This design comes from an exercise in tuning for small area, a short achievable clock period and few clock cycles on the open sky130 flow, not from production work.
At most, simulation tests tie the RTL to the original design; equivalence was not proved.
Power and IR drop assume default switching activity.

== trial 80 ==
Design dict_expand, start of the top module:
module dict_expand (
    input  wire       clk,
    input  wire       rst,         
    input  wire       start,       
    output wire [1:0] status,      
    output wire [2:0] err,         
    input  wire       in_valid,
    input  wire       in_end,      
    input  wire [7:0] in_data,
    output wire       in_ready,
    output wire       out_valid,
    output wire [7:0] out_data,
    input  wire       out_ready
);
==> flow/config.mk <==
export PLATFORM = sky130hd
export DESIGN_NAME = dict_expand
export DESIGN_NICKNAME = dict_expand
export VERILOG_FILES = /design/flow/design.v
export SDC_FILE = /design/flow/constraint.sdc
export NUM_CORES = 4
export LEC_CHECK = 0
export CAP_MARGIN = 20
export CORE_MARGIN = 2
export CORE_UTILIZATION = 40
export PLACE_DENSITY = 0.6
export SLEW_MARGIN = 20
==> flow/constraint.sdc <==
create_clock -name core_clock -period 12.5 [get_ports {clk}]
set_input_delay 2.5000 -clock core_clock [delete_from_list [all_inputs] [get_ports {clk}]]
set_output_delay 2.5000 -clock core_clock [all_outputs]
set_load 0.01 [all_outputs]
standard.sh (not shown) runs the stock make flow with config.mk's settings and CLKGATE_MAP_FILE= SYNTH_SCRIPT=/design/flow/synth_recipe.tcl, a recipe that flattens the netlist after the stock synthesis.
==> flow/flow/run.sh <==
#!/bin/bash
# Standard layout, with repair_timing asked to overfix setup (the SDC and
# clock period are the design's; only the repair target is tighter).
set -euo pipefail
export SETUP_SLACK_MARGIN=8.5
bash standard.sh > standard_flow.log 2>&1
Having completed the whole flow, trial 80 delivered a layout that passed the timing, design-rule and antenna checks.
Testbench counts of trial 80, summed over its fixed seeds: cycles 30,599.
[inputs] build 89 vs trial 80
==> flow/run.sh (new file) <==
#!/bin/bash
# synth_recipe.tcl (not shown) runs the flow's synth.tcl, then flattens the netlist and writes it again
# the make line also repeats each setting of config.mk as NAME=value (left out here)
make -C /OpenROAD-flow-scripts/flow DESIGN_CONFIG=/design/flow/config.mk WORK_HOME=/design/flow/orfs CLKGATE_MAP_FILE= SYNTH_SCRIPT=/design/flow/synth_recipe.tcl finish
removed: flow/flow/run.sh
removed: flow/standard.sh
Utilization: build 89 vs trial 80 down 1.8 points. Cell count in build 89 vs trial 80: down 64. Build 89 finished end to end and its layout was clean on timing, DRC and antenna. The register fraction of the total cell area of build 89 is higher than that of trial 80. Total of endpoints with negative setup slack in the final report: build 89 vs trial 80 identical. Changes observed in build 89 relative to trial 80: met2 wire length shrank by about 3.8%, share of final layout cell area taken by non-clock buffers shrank by 1.5 points, static leakage shrank by 4.2%, path length in cells of the critical path grew by 3, combinational-cell power consumption shrank by about 2%. Largest fanout on the critical path up 23 in build 89 wrt trial 80. The higher worst relative slew slack of trial 80 and build 89 is in trial 80.

========
Another version of the RTL of dict_expand (not shown whole).
Size: about 2000 cells after synthesis, about 650 flip-flops, ~0.025 sq mm of cells after synthesis.
export LEC_CHECK = 0
export CAP_MARGIN = 20
export CORE_MARGIN = 2
export CORE_UTILIZATION = 40
export CTS_CLUSTER_DIAMETER = 100
export CTS_CLUSTER_SIZE = 30
export GPL_TIMING_DRIVEN = 1
export PLACE_DENSITY = 0.6
export SLEW_MARGIN = 20
create_clock -name core_clock -period 12.5 [get_ports {clk}]
==> flow/flow/run.sh <==
#!/bin/bash
# Standard layout, with repair_timing asked to overfix setup (the SDC and
# clock period are the design's; only the repair target is tighter), and
# the port buffers made of buf_4 cells.
set -euo pipefail
export SETUP_SLACK_MARGIN=9.0
export BUFFER_PORTS_ARGS="-buffer_cell sky130_fd_sc_hd__buf_4"
bash standard.sh > standard_flow.log 2>&1
The first run went through all stages and came out clean.
Testbench counts at the start, summed over its fixed seeds: cycles 30,599.
Rerun with:
Settings changed: CTS_CLUSTER_SIZE 30 to 25, GPL_TIMING_DRIVEN 1 to not set.
What happened:
- The new run completed with no timing, DRC or antenna violations
- routed wire length grows by 0.90%
- sequential power is about the same
- total power grows by 1.2%
- critical path depth does not change
- design area grows by 0.35%
- clock power grows by about 4%
- core utilization grows by 0.16 points
- clock skew shrinks by 0.0039 ns
- worst hold slack gets better by 0.0060 ns
- via count stays flat
- die area stays the same
Rerun with:
--- a/flow/flow/run.sh
+++ b/flow/flow/run.sh
@@ -6 +6 @@
-export SETUP_SLACK_MARGIN=9.0
+export SETUP_SLACK_MARGIN=8.8
Settings changed: CTS_CLUSTER_SIZE 25 to 30.
Power falls by 1.7%; non-clock buffer count falls by 2; design area falls by 0.98%; worst hold slack loses 0.0055 ns; die area does not change.
Rerun with:
--- a/flow/flow/run.sh
+++ b/flow/flow/run.sh
@@ -6 +6 @@
-export SETUP_SLACK_MARGIN=8.8
+export SETUP_SLACK_MARGIN=9.0
Outcome: The new run passed the timing, design-rule and antenna checks. Power goes up by 0.51%. Flip-flop and latch count stays the same. Global-route usage goes up by 0.14 points. Sequential share of layout area goes down by 0.29 points. Final cell count barely changes. Routed wire length goes up by 0.51%. Utilization goes up by 0.28 points.

========
== old ==
Another version of the RTL of dict_expand (not shown whole).
Size in the first run: roughly 1900 cells after synthesis, about 29 I/O pins.
Design dict_expand, start of the top module:
module dict_expand (
    input  wire       clk,
    input  wire       rst,         
    input  wire       start,       
    output wire [1:0] status,      
    output wire [2:0] err,         
    input  wire       in_valid,
    input  wire       in_end,      
    input  wire [7:0] in_data,
    output wire       in_ready,
    output wire       out_valid,
    output wire [7:0] out_data,
    input  wire       out_ready
);
    localparam [1:0] ST_IDLE = 2'd0, ST_BUSY = 2'd1, ST_DONE = 2'd2, ST_ERROR = 2'd3;
    localparam [2:0] E_NONE = 3'd0, E_MALFORMED = 3'd2, E_INVARIANT = 3'd3,
                     E_CAPACITY = 3'd4;
    function [10:0] phase_tab;
        input [5:0] sel;           
        begin
            case (sel)
            6'd8: phase_tab = {3'd0, 8'b11111111};
            6'd16: phase_tab = {3'd0, 8'b10101010};
            6'd17: phase_tab = {3'd1, 8'b01010101};
            6'd24: phase_tab = {3'd2, 8'b00100100};
            6'd25: phase_tab = {3'd0, 8'b10010010};
            6'd26: phase_tab = {3'd1, 8'b01001001};
            6'd32: phase_tab = {3'd0, 8'b10001000};
            6'd33: phase_tab = {3'd1, 8'b01000100};
            6'd34: phase_tab = {3'd2, 8'b00100010};
            6'd35: phase_tab = {3'd3, 8'b00010001};
            6'd40: phase_tab = {3'd3, 8'b00010000};
            6'd41: phase_tab = {3'd4, 8'b00001000};
            6'd42: phase_tab = {3'd0, 8'b10000100};
            6'd43: phase_tab = {3'd1, 8'b01000010};
            6'd44: phase_tab = {3'd2, 8'b00100001};
            6'd48: phase_tab = {3'd2, 8'b00100000};
            6'd49: phase_tab = {3'd3, 8'b00010000};
            6'd50: phase_tab = {3'd4, 8'b00001000};
            6'd51: phase_tab = {3'd5, 8'b00000100};
            6'd52: phase_tab = {3'd0, 8'b10000010};
  ...
clock: 12.5 ns
lec_check: 0
cap_margin: 20
core_margin: 2
core_utilization: 40
place_density: 0.6
slew_margin: 20
==> flow/flow/run.sh <==
#!/bin/bash
# Standard layout, with repair_timing asked to overfix setup (the SDC and
# clock period are the design's; only the repair target is tighter).
set -euo pipefail
export SETUP_SLACK_MARGIN=9.0
bash standard.sh > standard_flow.log 2>&1
What new does differently from old at the input level:
==> flow/flow/run.sh <==
#!/bin/bash
# Standard layout, with repair_timing asked to overfix setup (the SDC and
# clock period are the design's; only the repair target is tighter), and
# the port buffers made of buf_4 cells.
set -euo pipefail
export SETUP_SLACK_MARGIN=9.0
export BUFFER_PORTS_ARGS="-buffer_cell sky130_fd_sc_hd__buf_4"
bash standard.sh > standard_flow.log 2>&1
Results
Density: new denser than old. Worst setup slack: new < old. The met1 wire length number comes out lower for old vs new.
No functional check of the RTL was part of any run of this note.

========
dict_expand, a different RTL version from the one above (not shown whole).
Size in the first run: roughly 2000 cells after synthesis, ~650 flip-flops, ~29 I/O pins, ~26000 um^2 of cells after synthesis.
Settings: LEC_CHECK=0, CAP_MARGIN=20, CORE_MARGIN=2, CORE_UTILIZATION=40, PLACE_DENSITY=0.6, SLEW_MARGIN=20; clock period 12.5 ns.
==> flow/flow/run.sh <==
#!/bin/bash
# Standard layout, with repair_timing asked to overfix setup (the SDC and
# clock period are the design's; only the repair target is tighter), and
# the port buffers made of buf_4 cells.
set -euo pipefail
export SETUP_SLACK_MARGIN=9.0
export BUFFER_PORTS_ARGS="-buffer_cell sky130_fd_sc_hd__buf_4"
bash standard.sh > standard_flow.log 2>&1
The starting point completed with no timing, DRC or antenna violations.
==> next run, changes <==
- CTS_CLUSTER_DIAMETER: unset -> 100
- CTS_CLUSTER_SIZE: unset -> 25
Outcome:
- non-clock buffer count came out lower by 2
- register-to-register slack got worse by 20 ps
- wire length fell slightly
- sequential cell count stays the same
- clock-buffer cell count shrinks by 44
==> next run, changes <==
- CTS_BUF_LIST: unset -> sky130_fd_sc_hd__clkbuf_8
- CTS_CLUSTER_DIAMETER: 100 -> unset
- CTS_CLUSTER_SIZE: 25 -> unset
After rerunning: Clock-buffer cell count is higher by 77. Wire length grows by 2.5%. Final cell count goes up by 4.7%. Global-route usage went up by 0.69 points. Die area stays the same. Register-to-register slack stays flat. Area after synthesis does not change. Worst setup slack got worse by 35 ps. Via count is higher by 2.4%. Design area is higher by 3.8%. Total power grows by 14%.
==> next run, changes <==
- CTS_BUF_LIST: sky130_fd_sc_hd__clkbuf_8 -> unset
- CTS_CLUSTER_DIAMETER: unset -> 100
- CTS_CLUSTER_SIZE: unset -> 30
Outcome: Clock power decreases by 37%; worst hold slack stays flat; die area is unchanged; power came out lower by 13%; cell count is lower by 4.8%; fmax increases by 1.2%; sequential power is about the same.
==> next run, changes <==
- CORE_UTILIZATION: 40 -> 60
- CTS_CLUSTER_DIAMETER: 100 -> unset
- CTS_CLUSTER_SIZE: 30 -> unset
- PLACE_DENSITY: 0.6 -> 0.75
Result: The new run went through all stages and came out clean. Sequential power rises by about 2%. Routed wire length goes down by 0.37%. Die area fell by 33%. Clock-buffer cell count climbs by 45.
Function was not checked in any run of this note: the RTL went through the layout flow alone.

========
Setup of juniper:
Another version of the RTL of dict_expand (not shown whole).
For scale: roughly 640 flip-flops, roughly 29 I/O pins, ~25,000 µm² of cells after synthesis.
clock: 12.5 ns
lec_check: 0
cap_margin: 20
core_margin: 2
core_utilization: 40
place_density: 0.6
slew_margin: 20
==> flow/flow/run.sh <==
#!/bin/bash
# Standard layout, with repair_timing asked to overfix setup (the SDC and
# clock period are the design's; only the repair target is tighter).
set -euo pipefail
export SETUP_SLACK_MARGIN=8.5
bash standard.sh > standard_flow.log 2>&1
Testbench counts of juniper, summed over its fixed seeds: cycles 30,599.
[inputs] willow vs juniper
==> flow/run.sh (new file) <==
#!/bin/bash
# synth_recipe.tcl (not shown) runs the flow's synth.tcl, then flattens the netlist and writes it again
# the make line also repeats each setting of config.mk as NAME=value (left out here)
make -C /OpenROAD-flow-scripts/flow DESIGN_CONFIG=/design/flow/config.mk WORK_HOME=/design/flow/orfs CLKGATE_MAP_FILE= SYNTH_SCRIPT=/design/flow/synth_recipe.tcl finish
removed: flow/flow/run.sh
removed: flow/standard.sh
==> comparison <==
Re chip height: no difference whatsoever between juniper and willow.
willow and juniper ended up with roughly the same post-route worst hold slack.
In willow the number of non-clock inverters turned out about 1.6% lower than in juniper.
willow ends up with a worst setup slack that is 0.98 ns lower than in juniper.

========
dict_expand, a different RTL version from the one above (not shown whole).
Size: ~650 flip-flops.
clock: 12.5 ns
lec_check: 0
cap_margin: 20
core_margin: 2
core_utilization: 40
cts_cluster_diameter: 100
cts_cluster_size: 30
place_density: 0.6
slew_margin: 20
==> flow/flow/run.sh <==
#!/bin/bash
# Standard layout, with repair_timing asked to overfix setup (the SDC and
# clock period are the design's; only the repair target is tighter), and
# the port buffers made of buf_4 cells.
set -euo pipefail
export SETUP_SLACK_MARGIN=9.0
export BUFFER_PORTS_ARGS="-buffer_cell sky130_fd_sc_hd__buf_4"
bash standard.sh > standard_flow.log 2>&1
The first run passed the timing, design-rule and antenna checks.
Change:
Settings changed: CTS_CLUSTER_SIZE 30 to 25.
Result:
- cell count stays flat
- setup slack is about the same
- power increases slightly
No functional check of the RTL was part of any run of this note.

========
## run C
Another version of the RTL of dict_expand (not shown whole).
For scale: about 29 I/O pins, roughly 0.027 mm² of cells after synthesis.
Settings: LEC_CHECK=0, CAP_MARGIN=20, CORE_MARGIN=2, CORE_UTILIZATION=40, PLACE_DENSITY=0.6, SLEW_MARGIN=20; clock period 12.5 ns.
run.sh (not shown) runs the stock make flow with config.mk's settings and CLKGATE_MAP_FILE= SYNTH_SCRIPT=/design/flow/synth_recipe.tcl, a recipe that flattens the netlist after the stock synthesis.
Stock flow here: none of the scripts above is used.
The flow did not stop early for run C: all stages ran, and the layout cleared the timing, design-rule and antenna checks.
Testbench counts of run C, summed over its fixed seeds: cycles 30,599.
#### Input delta (run D over run C)
Settings: ABC_CLOCK_PERIOD_IN_PS newly set to 3000.
==> summary.txt <==
- Share of the final layout cell area in sequential cells: run C vs run D identical
- Re vertical die dimension: no difference whatsoever between run D and run C.
- Final design area excluding fillers came out exactly the same in run C and run D.
- Run D closes out successfully: all stages finished, all timing, DRC and antenna checks passed.
- Between run C and run D, the area growth from synthesis to layout figures differ only marginally.
- Changes observed in run D relative to run C: number of non-filler instances in the completed layout held; routed wire length level; final critical path time including I/O delays and setup closely matched the old numbers; number of buffer and inverter stages on the critical path shows no meaningful change.

========
Setup of trial 44:
dict_expand, a different RTL version from the one above (not shown whole).
Size: about 660 flip-flops, ~29 I/O pins.
// dict_expand
module dict_expand (
    input  wire       clk,
    input  wire       rst,         
    input  wire       start,       
    output wire [1:0] status,      
    output wire [2:0] err,         
    input  wire       in_valid,
    input  wire       in_end,      
    input  wire [7:0] in_data,
    output wire       in_ready,
    output wire       out_valid,
    output wire [7:0] out_data,
    input  wire       out_ready
);
Settings: LEC_CHECK=0, CAP_MARGIN=20, CORE_MARGIN=2, CORE_UTILIZATION=40, CTS_CLUSTER_DIAMETER=100, CTS_CLUSTER_SIZE=30, PLACE_DENSITY=0.6, SLEW_MARGIN=20; clock period 12.5 ns.
standard.sh (not shown) runs the stock make flow with config.mk's settings and CLKGATE_MAP_FILE= SYNTH_SCRIPT=/design/flow/synth_recipe.tcl, a recipe that flattens the netlist after the stock synthesis.
Scripts as last shown in full above: flow/flow/run.sh
What build 59 does differently from trial 44 at the input level:
- CTS_CLUSTER_SIZE now 25, was 30
Findings:
Build 59 reached the end of the flow, and the finished layout is clean on the timing, design-rule and antenna checks. In terms of met2 routing resource usage after global routing, trial 44 and build 59 differ only marginally. | filler cell count | higher: trial 44 |. Setup slack in build 59 is smaller than in trial 44. Part of the cycle the worst path needs: trial 44 vs build 59, no meaningful difference. Between build 59 and trial 44, the register-to-register slack figures differ only marginally. On total wirelength of the detailed-routed design, trial 44 tracks build 59 almost exactly. ~same final cell count without fillers in trial 44 and build 59.
No functional check of the RTL was part of any run of this note.

==> afterwards: timing with drivers on the ports <==
How much do the figures lean on ideal ports? The routed layouts below were timed once more, with nothing changed but the port constraints. Step 1: set_driving_cell puts a clkbuf_16 on clk and a buf_2 on each other input, an assumption about the parent block. Step 2 also shifts input and output timing later by t, the mid clock arrival at the registers, as if the neighbouring blocks saw the same clock. Three values: no drivers, after step 1, after step 2; two values: the first two.
run | shift t [ns] | setup WS [ns] | cell pins on the clock port's net
trial 80 | 0.655 | 7.864 / 7.864 / 7.864 | 1
build 89 | 0.648 | 5.942 / 5.942 / 5.942 | 1
the first run of note 2 | 0.665 | 8.739 / 8.683 / 8.406 | 1
the second run of note 2 | 0.674 | 8.722 / 8.667 / 8.419 | 1
the third run of note 2 | 0.665 | 8.691 / 8.635 / 8.248 | 1
the fourth run of note 2 | 0.665 | 8.739 / 8.683 / 8.406 | 1
old | 0.675 | 8.513 / 8.513 / 8.214 | 1
new | 0.689 | 8.500 / 8.500 / 8.228 | 1
the first run of note 4 | 0.691 | 8.732 / 8.670 / 8.456 | 1
the second run of note 4 | 0.691 | 8.726 / 8.664 / 8.479 | 1
the third run of note 4 | 0.754 | 8.691 / 8.630 / 8.453 | 1
the fourth run of note 4 | 0.678 | 8.737 / 8.678 / 8.476 | 1
the fifth run of note 4 | 0.688 | 8.702 / 8.642 / 8.472 | 1
juniper | 0.671 | 8.481 / 8.481 / 7.877 | 1
willow | 0.682 | 7.497 / 7.497 / 7.271 | 1
the first run of note 6 | 0.676 | 8.683 / 8.625 / 8.405 | 1
the second run of note 6 | 0.680 | 8.684 / 8.625 / 8.426 | 1
run C | 0.662 | 6.705 / 6.705 / 6.136 | 1
run D | 0.662 | 6.705 / 6.705 / 6.136 | 1
trial 44 | 0.669 | 8.875 / 8.807 / 8.413 | 1
build 59 | 0.674 | 8.872 / 8.811 / 8.419 | 1
After both steps every run listed still meets setup and hold. The setup slack of juniper, which loses most, moves by 0.000 ns with the drivers and by -0.604 ns with both steps.
